Background: an optimization exercise with open tools, aiming at small area, a short achievable clock period and few clock cycles per item. Do not read the settings as production practice.
At most, simulation tests tie the RTL to the original design; equivalence was not proved.
No activity file was given, so power comes from the tool's default toggle rates.

beta:
==> flow/design.v <==
module monarco_conv (
    input  wire        clk,
    input  wire        rst,
    input  wire        in_valid,
    output wire        in_ready,
    input  wire [31:0] in_word,
    input  wire [63:0] in_payload,
    output reg         out_valid,
    input  wire        out_ready,
    output reg  [15:0] out_code,
    output reg  [2:0]  out_status,
    output reg  [1:0]  out_warn
);
    reg        busy;
    reg        first;     
    reg        op_duty, op_aout, op_freq;
    reg        c_resv, c_idx, c_den0, c_num0;
    reg        ph_mul;    
    reg        ph_cmp;    
    reg        ph_div;    
    reg        ph_eq;     
    reg        ph_fin;    
    reg        ph_shf;    
    reg        ph_xit;    
    reg [3:0]  cnt;
    reg        cnt0;      
    reg        s_divd, s_divn, s_sub2d, s_prep;
    reg        s1_add2d, s1_add4d, s1_sub2d;
    reg        s2_add2d, s2_add4d, s2_sub2d;
    reg        s2_corr;   
    reg signed [32:0] R;
    reg [23:0] L;
    reg [31:0] D;         
    reg [31:0] N;         
    reg [3:0]  m10;       
    wire [7:0]  opcode = in_word[31:24];
    wire [3:0]  index  = in_word[3:0];
    wire [31:0] num    = in_payload[63:32];
    wire [31:0] den    = in_payload[31:0];
    wire is_duty = (opcode == 8'h12);
    wire is_freq = (opcode == 8'h13);
    wire is_aout = (opcode == 8'h14);
    wire known   = op_duty | op_aout | op_freq;
    wire num_neg = N[31];
    wire special = ~known | c_resv | c_idx | c_den0 | num_neg | c_num0 | (op_freq & D[31]);
    reg [20:0] sres;      
    always @(*) begin
        if (!known)                 sres = {3'd1, 18'd0};
        else if (c_resv)            sres = {3'd2, 18'd0};
        else if (c_idx)             sres = {3'd3, 18'd0};
        else if (c_den0)            sres = {3'd4, 18'd0};
        else if (op_duty & num_neg) sres = {3'd4, 18'd0};
        else if (op_aout & num_neg) sres = {3'd0, 2'b01, 16'd0};
        else                        sres = 21'd0;    
    end
    wire        sdiv  = s_divd | s_divn;
    wire [31:0] V     = s_divd ? D : N;              
    wire        l1    = sdiv & L[23];
    wire [35:0] A1    = {{2{R[32]}}, R, l1};
    wire        nz12  = |R[11:0];
    wire [35:0] B1    = ({36{sdiv}}     & ~{4'd0, V})
                      | ({36{s_sub2d | s1_sub2d}} & ~{3'd0, D, 1'b0})
                      | ({36{s1_add2d}} &  {3'd0, D, 1'b0})
                      | ({36{s1_add4d}} &  {2'd0, D, 2'b0})
                      | ({36{s_prep}}   & ~{16'd0, R[31:12], nz12});
    wire        c1    = sdiv | s_sub2d | s1_sub2d | (s_prep & ~nz12);
    wire [35:0] S1    = A1 + B1 + {35'd0, c1};
    wire        q1    = ~S1[35];                      
    wire signed [32:0] Rd1 = q1 ? S1[32:0] : {R[31:0], L[23]};    
    wire signed [32:0] Rm1 = S1[35:3];                            
    wire signed [32:0] R1  = ph_div ? Rd1 : Rm1;
    wire        l2    = sdiv & ~s2_corr & L[22];
    wire [35:0] A2    = {{2{R1[32]}}, R1, l2};
    wire [35:0] B2    = ({36{sdiv & ~s2_corr}} & ~{4'd0, V})
                      | ({36{s2_corr}}  & ~{3'd0, N, 1'b0})
                      | ({36{s2_sub2d}} & ~{3'd0, D, 1'b0})
                      | ({36{s2_add2d}} &  {3'd0, D, 1'b0})
                      | ({36{s2_add4d}} &  {2'd0, D, 2'b0});
    wire        c2    = sdiv | s2_sub2d;
    wire [35:0] S2    = A2 + B2 + {35'd0, c2};
    wire        q2    = ~S2[35];
    wire signed [32:0] Rd2 = q2 ? S2[32:0] : {R1[31:0], L[22]};
    wire signed [32:0] Rm2 = S2[35:3];
    wire        ta   = (m10 >= 4'd5);
    wire [4:0]  va   = {m10, q1};
    wire [3:0]  ma   = ta ? (va - 5'd10) : va[3:0];
    wire        tb   = (ma >= 4'd5);
    wire [4:0]  vb   = {ma, q2};
    wire [3:0]  mb   = tb ? (vb - 5'd10) : vb[3:0];
    reg fast;
    integer j;
    always @(*) begin
        fast = 1'b0;
        for (j = 1; j <= 22; j = j + 1)
            fast = fast | (((D >> j) == 32'd0) & ((N >> (j + 9)) != 32'd0));
    end
    wire [14:0] qdm  = L[14:0] - 15'd1;
    wire [15:0] qd   = q2 ? {L[14:0], q1} : (q1 ? {L[14:0], 1'b0} : {qdm, 1'b1});
    wire [15:0] ta16 = {L[13:0], ta, tb};
    wire        a_hi = (ta16 >= 16'd4095);
    wire [20:0] ares = a_hi ? {3'd0, 2'b10, 16'd4095} : {5'd0, ta16};
    wire [22:0] Z    = L[22:0];
    wire        rz   = (R[31:0] == 32'd0);
    wire f_lt1  = (Z > 23'd8000000) | ((Z == 23'd8000000) & ~rz);
    wire f_t1   = (Z > 23'd800000)  | ((Z == 23'd800000)  & ~rz);
    wire f_t2   = (Z > 23'd80000)   | ((Z == 23'd80000)   & ~rz);
    wire f_t3   = (Z > 23'd8000)    | ((Z == 23'd8000)    & ~rz);
    wire f_hi   = (Z < 23'd80)      | ((Z == 23'd80)      & rz);
    reg  [15:0] fcode;
    always @(*) begin
        if (f_lt1 | f_hi) fcode = 16'd0;
        else if (f_t1)    fcode = {Z[22:9], 2'd3};
        else if (f_t2)    fcode = {Z[19:6], 2'd2};
        else if (f_t3)    fcode = {Z[16:3], 2'd1};
        else              fcode = {Z[13:0], 2'd0};
    end
    wire fin_div = ph_div & (op_aout | op_duty) & cnt0;
    wire fin_ok  = fin_div | ph_fin | ph_eq | ph_xit;
    wire fin_sp  = first & special;
    wire fin     = busy & (fin_sp | (~first & fin_ok));
    wire slot_free = ~out_valid | out_ready;
    assign in_ready = ~busy | (fin & slot_free);
    wire accept    = in_valid & in_ready;
    wire stall     = fin & ~slot_free;
    wire done      = fin & slot_free;
    wire step      = busy & ~stall;
    reg [20:0] res;
    always @(*) begin
        if (first)        res = sres;
        else if (fin_div) res = op_duty ? {5'd0, qd} : ares;
        else if (ph_eq)   res = (rz & ~L[0]) ? {5'd0, 16'hFFFF} : {3'd4, 18'd0};
        else if (ph_fin)  res = {5'd0, fcode};
        else              res = op_aout ? {3'd0, 2'b10, 16'd4095} : 21'd0;    
    end
    always @(posedge clk) begin
        if (rst) begin
            busy      <= 1'b0;
            out_valid <= 1'b0;
            first     <= 1'b0;
            ph_mul <= 1'b0; ph_cmp <= 1'b0; ph_div <= 1'b0; ph_eq <= 1'b0;
            ph_fin <= 1'b0; ph_xit <= 1'b0; ph_shf <= 1'b0;
            s_divd <= 1'b0; s_divn <= 1'b0; s_sub2d <= 1'b0; s_prep <= 1'b0;
            s1_add2d <= 1'b0; s1_add4d <= 1'b0; s1_sub2d <= 1'b0;
            s2_add2d <= 1'b0; s2_add4d <= 1'b0; s2_sub2d <= 1'b0; s2_corr <= 1'b0;
        end else begin
            if (out_valid & out_ready)
                out_valid <= 1'b0;
            if (done) begin
                out_valid  <= 1'b1;
                {out_status, out_warn, out_code} <= res;
            end
            if (accept) begin
                busy    <= 1'b1;
                first   <= 1'b1;
                D       <= den;
                N       <= num;
                m10     <= 4'd0;
                op_duty <= is_duty;
                op_aout <= is_aout;
                op_freq <= is_freq;
                c_resv  <= |in_word[23:4];
                c_idx   <= is_duty ? (index[3:2] != 2'b00) : (index[3:1] != 3'b000);
                c_den0  <= (den == 32'd0);
                c_num0  <= (num == 32'd0);
                ph_mul  <= ~is_duty;
                ph_div  <= is_duty;
                ph_cmp  <= 1'b0; ph_eq <= 1'b0; ph_fin <= 1'b0; ph_xit <= 1'b0; ph_shf <= 1'b0;
                s_divd  <= is_duty;
                s_divn  <= 1'b0;
                s_prep  <= is_aout;
                s_sub2d <= 1'b0;
                s1_add4d <= ~is_duty & ~is_aout;
                s1_add2d <= 1'b0; s1_sub2d <= 1'b0;
                s2_add2d <= 1'b0; s2_add4d <= 1'b0; s2_sub2d <= 1'b0; s2_corr <= 1'b0;
                cnt     <= is_duty ? 4'd8 : 4'd0;
                cnt0    <= 1'b0;
                R       <= is_duty ? {2'b00, num[31:1]} : (is_aout ? {1'b0, num} : 33'd0);
                L       <= {is_duty & num[0], 23'd0};
            end else if (step) begin
                first <= 1'b0;
                if (done) begin
                    busy <= 1'b0;
                    ph_mul <= 1'b0; ph_cmp <= 1'b0; ph_div <= 1'b0; ph_eq <= 1'b0;
                    ph_fin <= 1'b0; ph_xit <= 1'b0; ph_shf <= 1'b0;
                    s_divd <= 1'b0; s_divn <= 1'b0; s_sub2d <= 1'b0; s_prep <= 1'b0;
                    s1_add2d <= 1'b0; s1_add4d <= 1'b0; s1_sub2d <= 1'b0;
                    s2_add2d <= 1'b0; s2_add4d <= 1'b0; s2_sub2d <= 1'b0; s2_corr <= 1'b0;
                end else if (ph_mul) begin
                    R   <= Rm2;
                    cnt <= cnt + 4'd1;
                    s_prep <= 1'b0;
                    if (op_aout) begin
                        L <= {S2[2:1], S1[2:1], (~N[11:0]) + 12'd1, 8'd0};
                        ph_mul <= 1'b0; ph_cmp <= 1'b1; s_sub2d <= 1'b1;
                    end else begin
                        L <= {S2[2:1], S1[2:1], L[23:4]};
                        case (cnt[1:0])
                        2'd0: begin    
                            s1_add4d <= 1'b0; s1_add2d <= 1'b1; s1_sub2d <= 1'b0;
                            s2_add4d <= 1'b0; s2_add2d <= 1'b0; s2_sub2d <= 1'b0;
                        end
                        2'd1: begin    
                            s1_add4d <= 1'b1; s1_add2d <= 1'b0; s1_sub2d <= 1'b0;
                            s2_add4d <= 1'b1; s2_add2d <= 1'b0; s2_sub2d <= 1'b0;
                        end
                        2'd2: begin    
                            s1_add4d <= 1'b0; s1_add2d <= 1'b0; s1_sub2d <= 1'b1;
                            s2_add4d <= 1'b1; s2_add2d <= 1'b0; s2_sub2d <= 1'b0;
                        end
                        default: begin
                            s1_add4d <= 1'b0; s1_add2d <= 1'b0; s1_sub2d <= 1'b0;
                            s2_add4d <= 1'b0; s2_add2d <= 1'b0; s2_sub2d <= 1'b0;
                            ph_mul <= 1'b0;
                            if (fast) begin
                                ph_shf <= 1'b1;
                            end else begin
                                ph_div <= 1'b1; s_divn <= 1'b1;
                                cnt  <= 4'd11;
                            end
                        end
                        endcase
                    end
                end else if (ph_shf) begin
                    R      <= {R[22:0], L[23:14]};
                    L      <= {L[13:0], 10'd0};
                    ph_shf <= 1'b0;
                    ph_div <= 1'b1; s_divn <= 1'b1;
                    cnt    <= 4'd6;
                end else if (ph_cmp) begin
                    ph_cmp  <= 1'b0;
                    s_sub2d <= 1'b0;
                    if (q1) begin
                        ph_xit <= 1'b1;
                    end else begin
                        ph_div <= 1'b1; s_divd <= 1'b1;
                        cnt  <= 4'd7;
                        cnt0 <= 1'b0;
                    end
                end else if (ph_div) begin
                    R   <= Rd2;
                    L   <= {L[21:0], op_aout ? ta : q1, op_aout ? tb : q2};
                    m10 <= mb;
                    cnt <= cnt - 4'd1;
                    cnt0 <= (cnt == 4'd1);
                    if (op_duty & (cnt == 4'd8) & q1) begin
                        ph_div <= 1'b0; ph_eq <= 1'b1; s_divd <= 1'b0;
                    end else if (op_freq & (cnt == 4'd11) & q1) begin
                        ph_div <= 1'b0; ph_xit <= 1'b1; s_divn <= 1'b0;
                    end else if (cnt0) begin
                        ph_div <= 1'b0; s_divd <= 1'b0; s_divn <= 1'b0;
                        ph_fin <= 1'b1;                  
                    end else if (op_duty & (cnt == 4'd1)) begin
                        s2_corr <= 1'b1;
                    end
                end
            end
        end
    end
endmodule
make LEC_CHECK=0 ABC_CLOCK_PERIOD_IN_PS=7000 CAP_MARGIN=20 CORE_MARGIN=2 CORE_UTILIZATION=40 SETUP_SLACK_MARGIN=3 SLEW_MARGIN=20 finish   # period 10.0 ns
run.sh (not shown) runs the stock make flow with config.mk's settings and CLKGATE_MAP_FILE= SYNTH_SCRIPT=/design/flow/synth_recipe.tcl, a recipe that flattens the netlist after the stock synthesis.
Testbench counts of beta, summed over its fixed seeds: cycles 66,471, items 8,000.
Input-level comparison between alpha and beta:
diff --git a/flow/design.v b/flow/design.v
--- a/flow/design.v
+++ b/flow/design.v
@@ -152,11 +152,10 @@
             if (accept) begin
                 busy    <= 1'b1;
                 first   <= 1'b1;
                 D       <= den;
                 N       <= num;
-                m10     <= 4'd0;
                 op_duty <= is_duty;
                 op_aout <= is_aout;
                 op_freq <= is_freq;
                 c_resv  <= |in_word[23:4];
                 c_idx   <= is_duty ? (index[3:2] != 2'b00) : (index[3:1] != 3'b000);
@@ -172,30 +171,25 @@
                 s1_add4d <= ~is_duty & ~is_aout;
                 s1_add2d <= 1'b0; s1_sub2d <= 1'b0;
                 s2_add2d <= 1'b0; s2_add4d <= 1'b0; s2_sub2d <= 1'b0; s2_corr <= 1'b0;
                 cnt     <= is_duty ? 4'd8 : 4'd0;
                 cnt0    <= 1'b0;
-                R       <= is_duty ? {2'b00, num[31:1]} : (is_aout ? {1'b0, num} : 33'd0);
-                L       <= {is_duty & num[0], 23'd0};
             end else if (step) begin
                 first <= 1'b0;
                 if (done) begin
                     busy <= 1'b0;
                     ph_mul <= 1'b0; ph_cmp <= 1'b0; ph_div <= 1'b0; ph_eq <= 1'b0;
                     ph_fin <= 1'b0; ph_xit <= 1'b0; ph_shf <= 1'b0;
                     s_divd <= 1'b0; s_divn <= 1'b0; s_sub2d <= 1'b0; s_prep <= 1'b0;
                     s1_add2d <= 1'b0; s1_add4d <= 1'b0; s1_sub2d <= 1'b0;
                     s2_add2d <= 1'b0; s2_add4d <= 1'b0; s2_sub2d <= 1'b0; s2_corr <= 1'b0;
                 end else if (ph_mul) begin
-                    R   <= Rm2;
                     cnt <= cnt + 4'd1;
                     s_prep <= 1'b0;
                     if (op_aout) begin
-                        L <= {S2[2:1], S1[2:1], (~N[11:0]) + 12'd1, 8'd0};
                         ph_mul <= 1'b0; ph_cmp <= 1'b1; s_sub2d <= 1'b1;
                     end else begin
-                        L <= {S2[2:1], S1[2:1], L[23:4]};
                         case (cnt[1:0])
                         2'd0: begin    
                             s1_add4d <= 1'b0; s1_add2d <= 1'b1; s1_sub2d <= 1'b0;
                             s2_add4d <= 1'b0; s2_add2d <= 1'b0; s2_sub2d <= 1'b0;
                         end
@@ -219,12 +213,10 @@
                             end
                         end
                         endcase
                     end
                 end else if (ph_shf) begin
-                    R      <= {R[22:0], L[23:14]};
-                    L      <= {L[13:0], 10'd0};
                     ph_shf <= 1'b0;
                     ph_div <= 1'b1; s_divn <= 1'b1;
                     cnt    <= 4'd6;
                 end else if (ph_cmp) begin
                     ph_cmp  <= 1'b0;
@@ -235,13 +227,10 @@
                         ph_div <= 1'b1; s_divd <= 1'b1;
                         cnt  <= 4'd7;
                         cnt0 <= 1'b0;
                     end
                 end else if (ph_div) begin
-                    R   <= Rd2;
-                    L   <= {L[21:0], op_aout ? ta : q1, op_aout ? tb : q2};
-                    m10 <= mb;
                     cnt <= cnt - 4'd1;
                     cnt0 <= (cnt == 4'd1);
                     if (op_duty & (cnt == 4'd8) & q1) begin
                         ph_div <= 1'b0; ph_eq <= 1'b1; s_divd <= 1'b0;
                     end else if (op_freq & (cnt == 4'd11) & q1) begin
@@ -254,6 +243,28 @@
                     end
                 end
             end
         end
     end
+    wire upd   = ~accept & step & ~done;
+    wire r_div = upd & ph_div;
+    wire r_mul = upd & ph_mul;
+    wire r_shf = upd & ph_shf;
+    always @(posedge clk) begin
+        if (r_div) begin
+            R   <= Rd2;
+            L   <= {L[21:0], op_aout ? ta : q1, op_aout ? tb : q2};
+            m10 <= mb;
+        end else if (r_mul) begin
+            R   <= Rm2;
+            L   <= op_aout ? {S2[2:1], S1[2:1], (~N[11:0]) + 12'd1, 8'd0}
+                           : {S2[2:1], S1[2:1], L[23:4]};
+        end else if (r_shf) begin
+            R   <= {R[22:0], L[23:14]};
+            L   <= {L[13:0], 10'd0};
+        end else if (accept) begin
+            R   <= is_duty ? {2'b00, num[31:1]} : (is_aout ? {1'b0, num} : 33'd0);
+            L   <= {is_duty & num[0], 23'd0};
+            m10 <= 4'd0;
+        end
+    end
 endmodule
Notes after the runs:
No stage failed in alpha, and the final checks on the layout all came back clean.
Delta (alpha minus beta): pin count of the biggest net entering global routing now sits lower, worst setup slack climbed 110 ps, switching part of the total saw a decrease.
Area taken by flip-flops and latches essentially unchanged between beta and alpha.
[diff] routed wire length, alpha relative to beta: regression
Total sequential power is higher on beta
Only the layout flow was run in alpha; the RTL was not checked for function there.

-- static timing again, ports no longer ideal --
No port has a modelled driver above. Below, the same layouts with a new extraction and two added sets of constraints.
Step 1 assumes that a clkbuf_16 drives the clock port and a buf_2 every other input.
Step 2 times the ports against the registers' clock, not the clock port: input delays grow and output delays shrink by t, the midpoint of the rising clock arrivals with the driver on.
a / b / c = ideal ports / drivers / drivers and shift; a / b = the first two.
| run | shift t [ns] | setup slack, ns | worst setup path after step 2 | latest minus earliest clock arrival (ns) | worst register clock-pin slew, ns |
|---|---|---|---|---|---|
| beta | 0.520 | 3.001 / 3.001 / 3.001 | register to register | 0.020 / 0.020 | 0.09 / 0.09 |
| alpha | 0.518 | 3.109 / 3.109 / 3.109 | register to register | 0.016 / 0.016 | 0.08 / 0.08 |
After both steps setup and hold are still met in every run listed.
